This design comes from an exercise in tuning for small area on the open sky130 flow, not from production work.
The RTL was checked by simulation tests, not by an equivalence proof against the original design.
Power and IR drop assume default switching activity.

==> trial 4: inputs <==
Design mkvm_decoder, start of the top module:
module mkvm_decoder (
    input  wire        clk,
    input  wire [31:0] dec_word,
    output wire        cond_valid,
    output wire [3:0]  cond_code,
    output wire        class_valid,
    output wire [2:0]  class_id,
    output wire        subform_valid,
    output wire [3:0]  subform_id,
    output wire        subform_conflict,
    output wire        err_cond,
    output wire        err_class,
    output wire        err_subform,
    output wire [4:0]  mnem_id,
    output wire [23:0] swi_imm24,
    output wire [31:0] undef_word,
    output wire [31:0] word_out,
    input  wire [3:0]  enc_cond_in,
    output wire [3:0]  enc_cond_out,
    input  wire [2:0]  enc_class_in,
    input  wire [31:0] enc_class_word_in,
    output wire [31:0] enc_class_word_out,
    input  wire [3:0]  enc_subform_in,
    input  wire [31:0] enc_subform_word_in,
    output wire [31:0] enc_subform_word_out,
    input  wire [4:0]  enc_mnem_in,
    input  wire [23:0] enc_swi_imm24,
    input  wire [31:0] enc_undef_word,
    input  wire [31:0] enc_operand_bits,
    output wire [31:0] enc_word_out
);
    wire is_swi, is_und;
    mkvm_dec_ctl u_dec (
  ...
==> module mkvm_dec_ctl, before the edit <==
module mkvm_dec_ctl (
    input  wire [31:0] dec_word,
    output wire        cond_valid,
    output wire [3:0]  cond_code,
    output wire        err_cond,
    output wire        class_valid,
    output wire [2:0]  class_id,
    output wire        err_class,
    output wire        subform_valid,
    output wire [3:0]  subform_id,
    output wire        subform_conflict,
    output wire        err_subform,
    output wire [4:0]  mnem_id,
    output wire        is_swi,
    output wire        is_und
);
    wire [31:0] w = dec_word;
    assign cond_valid = ~&w[31:28];
    assign cond_code  = w[31:28] & {4{cond_valid}};
    assign err_cond   = &w[31:28];
    assign class_id[2]  = w[27];
    assign class_id[1]  = ~w[27] & w[26] & w[25];
    assign class_id[0]  = w[26] & (w[27] | ~w[25] | w[4]);
    assign class_valid  = 1'b1;
    assign err_class    = 1'b0;
    wire       op   = w[25];
    wire [4:0] a    = w[24:20];
    wire [3:0] b    = w[7:4];
    wire       gate = ~w[27] & ~w[26];
    wire       m    = a[4] & ~a[3] & ~a[0];      
    wire       b91  = b[3] & b[0];               
    reg  [3:0] id;
    always @(*) begin
        if (op) begin
            if (!m)                 id = 4'd8;
            else                    id = {2'b10, a[2] | a[1], ~a[2] | a[1]};
        end else if (!b91) begin
            if (!m)                 id = {3'b000, b[0]};
            else                    id = {3'b001, b[3]};
        end else if (!b[2] && !b[1]) begin
            id = {3'b010, a[4]};
        end else begin
            id = {3'b011, ~a[4] & a[1]};
        end
    end
    assign subform_valid    = gate;
    assign subform_id       = id & {4{gate}};
    assign subform_conflict = 1'b0;
    assign err_subform      = 1'b0;
    wire dp_mnem = ~m & (op | ~b91);             
    reg [4:0] mn;
    always @(*) begin
        casez (w[27:25])
            3'b00?:  mn = dp_mnem ? {1'b0, w[24:21]} : 5'd23;   
            3'b010:  mn = {3'b100, w[22], ~w[20]};              
            3'b011:  mn = 5'd23;                                
            3'b10?:  mn = {4'b1010, w[24]};                     
            default: mn = 5'd22;                                
        endcase
        if (!cond_valid) mn = 5'd23;
    end
    assign mnem_id = mn;
    assign is_swi = cond_valid & w[27] & w[26];
    assign is_und = ~cond_valid | (gate & ~dp_mnem) | (~w[27] & w[26] & w[25]);
endmodule
Settings: LEC_CHECK=0, CAP_MARGIN=20, CORE_AREA=6 6 114 114, DIE_AREA=0 0 120 120, SLEW_MARGIN=20; clock period 10.0 ns.
standard.sh (not shown) runs the stock make flow with config.mk's settings and CLKGATE_MAP_FILE= SYNTH_SCRIPT=/design/flow/synth_recipe.tcl, a recipe that flattens the netlist after the stock synthesis.
==> flow/flow/run.sh <==
#!/bin/bash
# Layout flow: the standard ORFS flow (standard.sh) with these changes:
#  - synthesis keeps the design's module hierarchy through technology
#    mapping (SYNTH_HIERARCHICAL=1, SYNTH_MINIMUM_KEEP_SIZE=0); the standard flow's
#    synthesis script then flattens it as usual;
#  - each module is mapped by ABC with several area-oriented scripts
#    (flow/abc_*.script) and keeps the mapping with the least cell area
#    (flow/abc_best.tcl);
#  - no half/full adder extraction before mapping (ADDER_MAP_FILE empty);
#  - the port buffers are the smallest buffer cell, sky130_fd_sc_hd__buf_1;
#  - the tie cells stay as synthesis made them (one for the constant 1
#    outputs, one for the constant 0 outputs; SKIP_REPAIR_TIE_FANOUT=1).
# Everything else is standard.sh unchanged. The make output goes to
# flow.log; ORFS's per-step logs are under orfs/logs/.
set -euo pipefail
work=$(pwd)
flowdir=$work/flow

# Synthesis script: the standard flow's, with the abc command replaced.
cat "$flowdir/abc_best.tcl" "$work/synth_recipe.tcl" > "$work/my_synth.tcl"
MY_ABC_SCRIPTS=$(ls "$flowdir"/abc_*.script | tr '\n' ':' | sed 's/:$//')
export MY_ABC_SCRIPTS

sed "s#SYNTH_SCRIPT=[^ ]*#SYNTH_SCRIPT=$work/my_synth.tcl#" "$work/standard.sh" > "$work/my_standard.sh"

export SYNTH_HIERARCHICAL=1
export SYNTH_MINIMUM_KEEP_SIZE=0
export ADDER_MAP_FILE=
export BUFFER_PORTS_ARGS="-buffer_cell sky130_fd_sc_hd__buf_1"
export SKIP_REPAIR_TIE_FANOUT=1

bash "$work/my_standard.sh" > "$work/flow.log" 2>&1
Other scripts of this flow, unchanged in this note and not shown: flow/flow/abc_amap.script, flow/flow/abc_best.tcl, flow/flow/abc_da0.script, flow/flow/abc_da1.script, flow/flow/abc_da2.script, flow/flow/abc_da3.script, flow/flow/abc_da4.script, flow/flow/abc_da5.script, flow/flow/abc_db2.script, flow/flow/abc_db3.script, flow/flow/abc_nf.script, flow/flow/abc_p1.script, flow/flow/abc_p10.script, flow/flow/abc_p11.script, flow/flow/abc_p12.script, flow/flow/abc_p2.script, flow/flow/abc_p3.script, flow/flow/abc_p5.script, flow/flow/abc_p7.script, flow/flow/abc_p8.script, flow/flow/abc_s1.script, flow/flow/abc_s3.script, flow/flow/abc_s5.script
==> inputs of trial 95, as changes to trial 4 <==
--- a/flow/design.v
+++ b/flow/design.v
@@ -1,2 +1,2 @@
-module mkvm_dec_ctl (
+module mkvm_cond (
     input  wire [31:0] dec_word,
@@ -5,5 +5,42 @@
     output wire        err_cond,
+    input  wire [3:0]  enc_cond_in,
+    output wire [3:0]  enc_cond_out
+);
+    wire [3:0] key = dec_word[31:28];
+    assign cond_valid   = ~&key;
+    assign cond_code    = key & {4{cond_valid}};
+    assign err_cond     = &key;
+    assign enc_cond_out = enc_cond_in;
+endmodule
+module mkvm_class (
+    input  wire [31:0] dec_word,
     output wire        class_valid,
     output wire [2:0]  class_id,
-    output wire        err_class,
+    output wire        err_class
+);
+    wire w27 = dec_word[27];
+    wire w26 = dec_word[26];
+    wire w25 = dec_word[25];
+    wire w4  = dec_word[4];
+    assign class_id[2] = w27;
+    assign class_id[1] = ~w27 & w26 & w25;
+    assign class_id[0] = w26 & (w27 | ~w25 | w4);
+    assign class_valid = 1'b1;
+    assign err_class   = 1'b0;
+endmodule
+module mkvm_class_enc (
+    input  wire [2:0]  cls,
+    input  wire [31:0] word_in,
+    output wire [31:0] word_out
+);
+    assign word_out[31:28] = word_in[31:28];
+    assign word_out[27]    = cls[2];
+    assign word_out[26]    = cls[1] | cls[0];
+    assign word_out[25]    = cls[2] | cls[1];
+    assign word_out[24:5]  = word_in[24:5];
+    assign word_out[4]     = cls[1] ? cls[0] : word_in[4];
+    assign word_out[3:0]   = word_in[3:0];
+endmodule
+module mkvm_subform (
+    input  wire [31:0] dec_word,
     output wire        subform_valid,
@@ -12,22 +49,11 @@
     output wire        err_subform,
-    output wire [4:0]  mnem_id,
-    output wire        is_swi,
-    output wire        is_und
+    output wire        dp_mnem           
 );
-    wire [31:0] w = dec_word;
-    assign cond_valid = ~&w[31:28];
-    assign cond_code  = w[31:28] & {4{cond_valid}};
-    assign err_cond   = &w[31:28];
-    assign class_id[2]  = w[27];
-    assign class_id[1]  = ~w[27] & w[26] & w[25];
-    assign class_id[0]  = w[26] & (w[27] | ~w[25] | w[4]);
-    assign class_valid  = 1'b1;
-    assign err_class    = 1'b0;
-    wire       op   = w[25];
-    wire [4:0] a    = w[24:20];
-    wire [3:0] b    = w[7:4];
-    wire       gate = ~w[27] & ~w[26];
-    wire       m    = a[4] & ~a[3] & ~a[0];      
-    wire       b91  = b[3] & b[0];               
-    reg  [3:0] id;
+    wire       op  = dec_word[25];
+    wire [4:0] a   = dec_word[24:20];
+    wire [3:0] b   = dec_word[7:4];
+    wire gate = ~dec_word[27] & ~dec_word[26];
+    wire m    = a[4] & ~a[3] & ~a[0];            
+    wire b91  = b[3] & b[0];                     
+    reg [3:0] id;
     always @(*) begin
@@ -49,30 +75,3 @@
     assign err_subform      = 1'b0;
-    wire dp_mnem = ~m & (op | ~b91);             
-    reg [4:0] mn;
-    always @(*) begin
-        casez (w[27:25])
-            3'b00?:  mn = dp_mnem ? {1'b0, w[24:21]} : 5'd23;   
-            3'b010:  mn = {3'b100, w[22], ~w[20]};              
-            3'b011:  mn = 5'd23;                                
-            3'b10?:  mn = {4'b1010, w[24]};                     
-            default: mn = 5'd22;                                
-        endcase
-        if (!cond_valid) mn = 5'd23;
-    end
-    assign mnem_id = mn;
-    assign is_swi = cond_valid & w[27] & w[26];
-    assign is_und = ~cond_valid | (gate & ~dp_mnem) | (~w[27] & w[26] & w[25]);
-endmodule
-module mkvm_class_enc (
-    input  wire [2:0]  cls,
-    input  wire [31:0] word_in,
-    output wire [31:0] word_out
-);
-    assign word_out[31:28] = word_in[31:28];
-    assign word_out[27]    = cls[2];
-    assign word_out[26]    = cls[1] | cls[0];
-    assign word_out[25]    = cls[2] | cls[1];
-    assign word_out[24:5]  = word_in[24:5];
-    assign word_out[4]     = cls[1] ? cls[0] : word_in[4];
-    assign word_out[3:0]   = word_in[3:0];
+    assign dp_mnem          = ~m & (op | ~b91);
 endmodule
@@ -138,2 +137,25 @@
 endmodule
+module mkvm_mnem_dec (
+    input  wire [27:20] w,
+    input  wire         cond_valid,
+    input  wire         dp_mnem,
+    output reg  [4:0]   mnem_id,
+    output wire         is_swi,
+    output wire         is_und
+);
+    always @(*) begin
+        casez (w[27:25])
+            3'b00?:  mnem_id = dp_mnem ? {1'b0, w[24:21]} : 5'd23;      
+            3'b010:  mnem_id = {3'b100, w[22], ~w[20]};                 
+            3'b011:  mnem_id = 5'd23;                                   
+            3'b10?:  mnem_id = {4'b1010, w[24]};                        
+            default: mnem_id = 5'd22;                                   
+        endcase
+        if (!cond_valid) mnem_id = 5'd23;
+    end
+    assign is_swi = cond_valid & w[27] & w[26];
+    assign is_und = ~cond_valid
+                  | (~w[27] & ~w[26] & ~dp_mnem)
+                  | (~w[27] & w[26] & w[25]);
+endmodule
 module mkvm_enc_ctl (
@@ -271 +293,66 @@
 endmodule
+module mkvm_dec_ctl (
+    input  wire [31:0] dec_word,
+    output wire        cond_valid,
+    output wire [3:0]  cond_code,
+    output wire        err_cond,
+    output wire        class_valid,
+    output wire [2:0]  class_id,
+    output wire        err_class,
+    output wire        subform_valid,
+    output wire [3:0]  subform_id,
+    output wire        subform_conflict,
+    output wire        err_subform,
+    output wire [4:0]  mnem_id,
+    output wire        is_swi,
+    output wire        is_und
+);
+    wire [31:0] w = dec_word;
+    assign cond_valid = ~&w[31:28];
+    assign cond_code  = w[31:28] & {4{cond_valid}};
+    assign err_cond   = &w[31:28];
+    assign class_id[2]  = w[27];
+    assign class_id[1]  = ~w[27] & w[26] & w[25];
+    assign class_id[0]  = w[26] & (w[27] | ~w[25] | w[4]);
+    assign class_valid  = 1'b1;
+    assign err_class    = 1'b0;
+    wire       op   = w[25];
+    wire [4:0] a    = w[24:20];
+    wire [3:0] b    = w[7:4];
+    wire       gate = ~w[27] & ~w[26];
+    wire       m    = a[4] & ~a[3] & ~a[0];
+    wire       b91  = b[3] & b[0];
+    reg  [3:0] id;
+    always @(*) begin
+        if (op) begin
+            if (!m)                 id = 4'd8;
+            else                    id = {2'b10, a[2] | a[1], ~a[2] | a[1]};
+        end else if (!b91) begin
+            if (!m)                 id = {3'b000, b[0]};
+            else                    id = {3'b001, b[3]};
+        end else if (!b[2] && !b[1]) begin
+            id = {3'b010, a[4]};
+        end else begin
+            id = {3'b011, ~a[4] & a[1]};
+        end
+    end
+    assign subform_valid    = gate;
+    assign subform_id       = id & {4{gate}};
+    assign subform_conflict = 1'b0;
+    assign err_subform      = 1'b0;
+    wire dp_mnem = ~m & (op | ~b91);
+    reg [4:0] mn;
+    always @(*) begin
+        casez (w[27:25])
+            3'b00?:  mn = dp_mnem ? {1'b0, w[24:21]} : 5'd23;
+            3'b010:  mn = {3'b100, w[22], ~w[20]};
+            3'b011:  mn = 5'd23;
+            3'b10?:  mn = {4'b1010, w[24]};
+            default: mn = 5'd22;
+        endcase
+        if (!cond_valid) mn = 5'd23;
+    end
+    assign mnem_id = mn;
+    assign is_swi = cond_valid & w[27] & w[26];
+    assign is_und = ~cond_valid | (gate & ~dp_mnem) | (~w[27] & w[26] & w[25]);
+endmodule
--- a/flow/flow/run.sh
+++ b/flow/flow/run.sh
@@ -9,5 +9,3 @@
 #  - no half/full adder extraction before mapping (ADDER_MAP_FILE empty);
-#  - the port buffers are the smallest buffer cell, sky130_fd_sc_hd__buf_1;
-#  - the tie cells stay as synthesis made them (one for the constant 1
-#    outputs, one for the constant 0 outputs; SKIP_REPAIR_TIE_FANOUT=1).
+#  - the port buffers are the smallest buffer cell, sky130_fd_sc_hd__buf_1.
 # Everything else is standard.sh unchanged. The make output goes to
@@ -29,3 +27,2 @@
 export BUFFER_PORTS_ARGS="-buffer_cell sky130_fd_sc_hd__buf_1"
-export SKIP_REPAIR_TIE_FANOUT=1
 
==> inputs of build 96, as changes to trial 4 <==
--- a/flow/design.v
+++ b/flow/design.v
@@ -1,2 +1,2 @@
-module mkvm_dec_ctl (
+module mkvm_cond (
     input  wire [31:0] dec_word,
@@ -5,5 +5,42 @@
     output wire        err_cond,
+    input  wire [3:0]  enc_cond_in,
+    output wire [3:0]  enc_cond_out
+);
+    wire [3:0] key = dec_word[31:28];
+    assign cond_valid   = ~&key;
+    assign cond_code    = key & {4{cond_valid}};
+    assign err_cond     = &key;
+    assign enc_cond_out = enc_cond_in;
+endmodule
+module mkvm_class (
+    input  wire [31:0] dec_word,
     output wire        class_valid,
     output wire [2:0]  class_id,
-    output wire        err_class,
+    output wire        err_class
+);
+    wire w27 = dec_word[27];
+    wire w26 = dec_word[26];
+    wire w25 = dec_word[25];
+    wire w4  = dec_word[4];
+    assign class_id[2] = w27;
+    assign class_id[1] = ~w27 & w26 & w25;
+    assign class_id[0] = w26 & (w27 | ~w25 | w4);
+    assign class_valid = 1'b1;
+    assign err_class   = 1'b0;
+endmodule
+module mkvm_class_enc (
+    input  wire [2:0]  cls,
+    input  wire [31:0] word_in,
+    output wire [31:0] word_out
+);
+    assign word_out[31:28] = word_in[31:28];
+    assign word_out[27]    = cls[2];
+    assign word_out[26]    = cls[1] | cls[0];
+    assign word_out[25]    = cls[2] | cls[1];
+    assign word_out[24:5]  = word_in[24:5];
+    assign word_out[4]     = cls[1] ? cls[0] : word_in[4];
+    assign word_out[3:0]   = word_in[3:0];
+endmodule
+module mkvm_subform (
+    input  wire [31:0] dec_word,
     output wire        subform_valid,
@@ -12,22 +49,11 @@
     output wire        err_subform,
-    output wire [4:0]  mnem_id,
-    output wire        is_swi,
-    output wire        is_und
+    output wire        dp_mnem           
 );
-    wire [31:0] w = dec_word;
-    assign cond_valid = ~&w[31:28];
-    assign cond_code  = w[31:28] & {4{cond_valid}};
-    assign err_cond   = &w[31:28];
-    assign class_id[2]  = w[27];
-    assign class_id[1]  = ~w[27] & w[26] & w[25];
-    assign class_id[0]  = w[26] & (w[27] | ~w[25] | w[4]);
-    assign class_valid  = 1'b1;
-    assign err_class    = 1'b0;
-    wire       op   = w[25];
-    wire [4:0] a    = w[24:20];
-    wire [3:0] b    = w[7:4];
-    wire       gate = ~w[27] & ~w[26];
-    wire       m    = a[4] & ~a[3] & ~a[0];      
-    wire       b91  = b[3] & b[0];               
-    reg  [3:0] id;
+    wire       op  = dec_word[25];
+    wire [4:0] a   = dec_word[24:20];
+    wire [3:0] b   = dec_word[7:4];
+    wire gate = ~dec_word[27] & ~dec_word[26];
+    wire m    = a[4] & ~a[3] & ~a[0];            
+    wire b91  = b[3] & b[0];                     
+    reg [3:0] id;
     always @(*) begin
@@ -49,30 +75,3 @@
     assign err_subform      = 1'b0;
-    wire dp_mnem = ~m & (op | ~b91);             
-    reg [4:0] mn;
-    always @(*) begin
-        casez (w[27:25])
-            3'b00?:  mn = dp_mnem ? {1'b0, w[24:21]} : 5'd23;   
-            3'b010:  mn = {3'b100, w[22], ~w[20]};              
-            3'b011:  mn = 5'd23;                                
-            3'b10?:  mn = {4'b1010, w[24]};                     
-            default: mn = 5'd22;                                
-        endcase
-        if (!cond_valid) mn = 5'd23;
-    end
-    assign mnem_id = mn;
-    assign is_swi = cond_valid & w[27] & w[26];
-    assign is_und = ~cond_valid | (gate & ~dp_mnem) | (~w[27] & w[26] & w[25]);
-endmodule
-module mkvm_class_enc (
-    input  wire [2:0]  cls,
-    input  wire [31:0] word_in,
-    output wire [31:0] word_out
-);
-    assign word_out[31:28] = word_in[31:28];
-    assign word_out[27]    = cls[2];
-    assign word_out[26]    = cls[1] | cls[0];
-    assign word_out[25]    = cls[2] | cls[1];
-    assign word_out[24:5]  = word_in[24:5];
-    assign word_out[4]     = cls[1] ? cls[0] : word_in[4];
-    assign word_out[3:0]   = word_in[3:0];
+    assign dp_mnem          = ~m & (op | ~b91);
 endmodule
@@ -138,2 +137,25 @@
 endmodule
+module mkvm_mnem_dec (
+    input  wire [27:20] w,
+    input  wire         cond_valid,
+    input  wire         dp_mnem,
+    output reg  [4:0]   mnem_id,
+    output wire         is_swi,
+    output wire         is_und
+);
+    always @(*) begin
+        casez (w[27:25])
+            3'b00?:  mnem_id = dp_mnem ? {1'b0, w[24:21]} : 5'd23;      
+            3'b010:  mnem_id = {3'b100, w[22], ~w[20]};                 
+            3'b011:  mnem_id = 5'd23;                                   
+            3'b10?:  mnem_id = {4'b1010, w[24]};                        
+            default: mnem_id = 5'd22;                                   
+        endcase
+        if (!cond_valid) mnem_id = 5'd23;
+    end
+    assign is_swi = cond_valid & w[27] & w[26];
+    assign is_und = ~cond_valid
+                  | (~w[27] & ~w[26] & ~dp_mnem)
+                  | (~w[27] & w[26] & w[25]);
+endmodule
 module mkvm_enc_ctl (
@@ -271 +293,66 @@
 endmodule
+module mkvm_dec_ctl (
+    input  wire [31:0] dec_word,
+    output wire        cond_valid,
+    output wire [3:0]  cond_code,
+    output wire        err_cond,
+    output wire        class_valid,
+    output wire [2:0]  class_id,
+    output wire        err_class,
+    output wire        subform_valid,
+    output wire [3:0]  subform_id,
+    output wire        subform_conflict,
+    output wire        err_subform,
+    output wire [4:0]  mnem_id,
+    output wire        is_swi,
+    output wire        is_und
+);
+    wire [31:0] w = dec_word;
+    assign cond_valid = ~&w[31:28];
+    assign cond_code  = w[31:28] & {4{cond_valid}};
+    assign err_cond   = &w[31:28];
+    assign class_id[2]  = w[27];
+    assign class_id[1]  = ~w[27] & w[26] & w[25];
+    assign class_id[0]  = w[26] & (w[27] | ~w[25] | w[4]);
+    assign class_valid  = 1'b1;
+    assign err_class    = 1'b0;
+    wire       op   = w[25];
+    wire [4:0] a    = w[24:20];
+    wire [3:0] b    = w[7:4];
+    wire       gate = ~w[27] & ~w[26];
+    wire       m    = a[4] & ~a[3] & ~a[0];
+    wire       b91  = b[3] & b[0];
+    reg  [3:0] id;
+    always @(*) begin
+        if (op) begin
+            if (!m)                 id = 4'd8;
+            else                    id = {2'b10, a[2] | a[1], ~a[2] | a[1]};
+        end else if (!b91) begin
+            if (!m)                 id = {3'b000, b[0]};
+            else                    id = {3'b001, b[3]};
+        end else if (!b[2] && !b[1]) begin
+            id = {3'b010, a[4]};
+        end else begin
+            id = {3'b011, ~a[4] & a[1]};
+        end
+    end
+    assign subform_valid    = gate;
+    assign subform_id       = id & {4{gate}};
+    assign subform_conflict = 1'b0;
+    assign err_subform      = 1'b0;
+    wire dp_mnem = ~m & (op | ~b91);
+    reg [4:0] mn;
+    always @(*) begin
+        casez (w[27:25])
+            3'b00?:  mn = dp_mnem ? {1'b0, w[24:21]} : 5'd23;
+            3'b010:  mn = {3'b100, w[22], ~w[20]};
+            3'b011:  mn = 5'd23;
+            3'b10?:  mn = {4'b1010, w[24]};
+            default: mn = 5'd22;
+        endcase
+        if (!cond_valid) mn = 5'd23;
+    end
+    assign mnem_id = mn;
+    assign is_swi = cond_valid & w[27] & w[26];
+    assign is_und = ~cond_valid | (gate & ~dp_mnem) | (~w[27] & w[26] & w[25]);
+endmodule
==> qor summary <==
	trial 95	trial 4	build 96
Number of antenna repair diodes	1	3	3
Net switching fraction of the power	64.9%	63.9%	63.9%
Count of TritonRoute iterations in the first routing pass	8	9	9
Total met3 wirelength after detailed routing	2270 um	1100 um	1100 um
Fraction of final layout cells sized beyond drive strength 1	0.607%	0.611%	0.611%
Weighted congestion reported at the end of routability-driven placement	0.955	0.818	0.818
Multi-input gate share of the layout cell area	44.5%	44.5%	44.5%
Startpoint of the tightest hold check path	enc_class_word_in[12]	enc_class_word_in[24]	enc_class_word_in[24]
Wire length of the first global-routing pass	17300 um	15900 um	15900 um
Data arrival, critical path	5.06 ns	5.11 ns	5.11 ns
Number of global-route vias before repair	2612	2626	2626
Finished Core Util	22.5%	22.5%	22.5%
Outcome	no timing/DRC/antenna violations	no timing/DRC/antenna violations	no timing/DRC/antenna violations
Fraction of met1 tracks used by global routing	17.8%	11.6%	11.6%
Highest clock frequency the design can meet	0.142 GHz	0.141 GHz	0.141 GHz
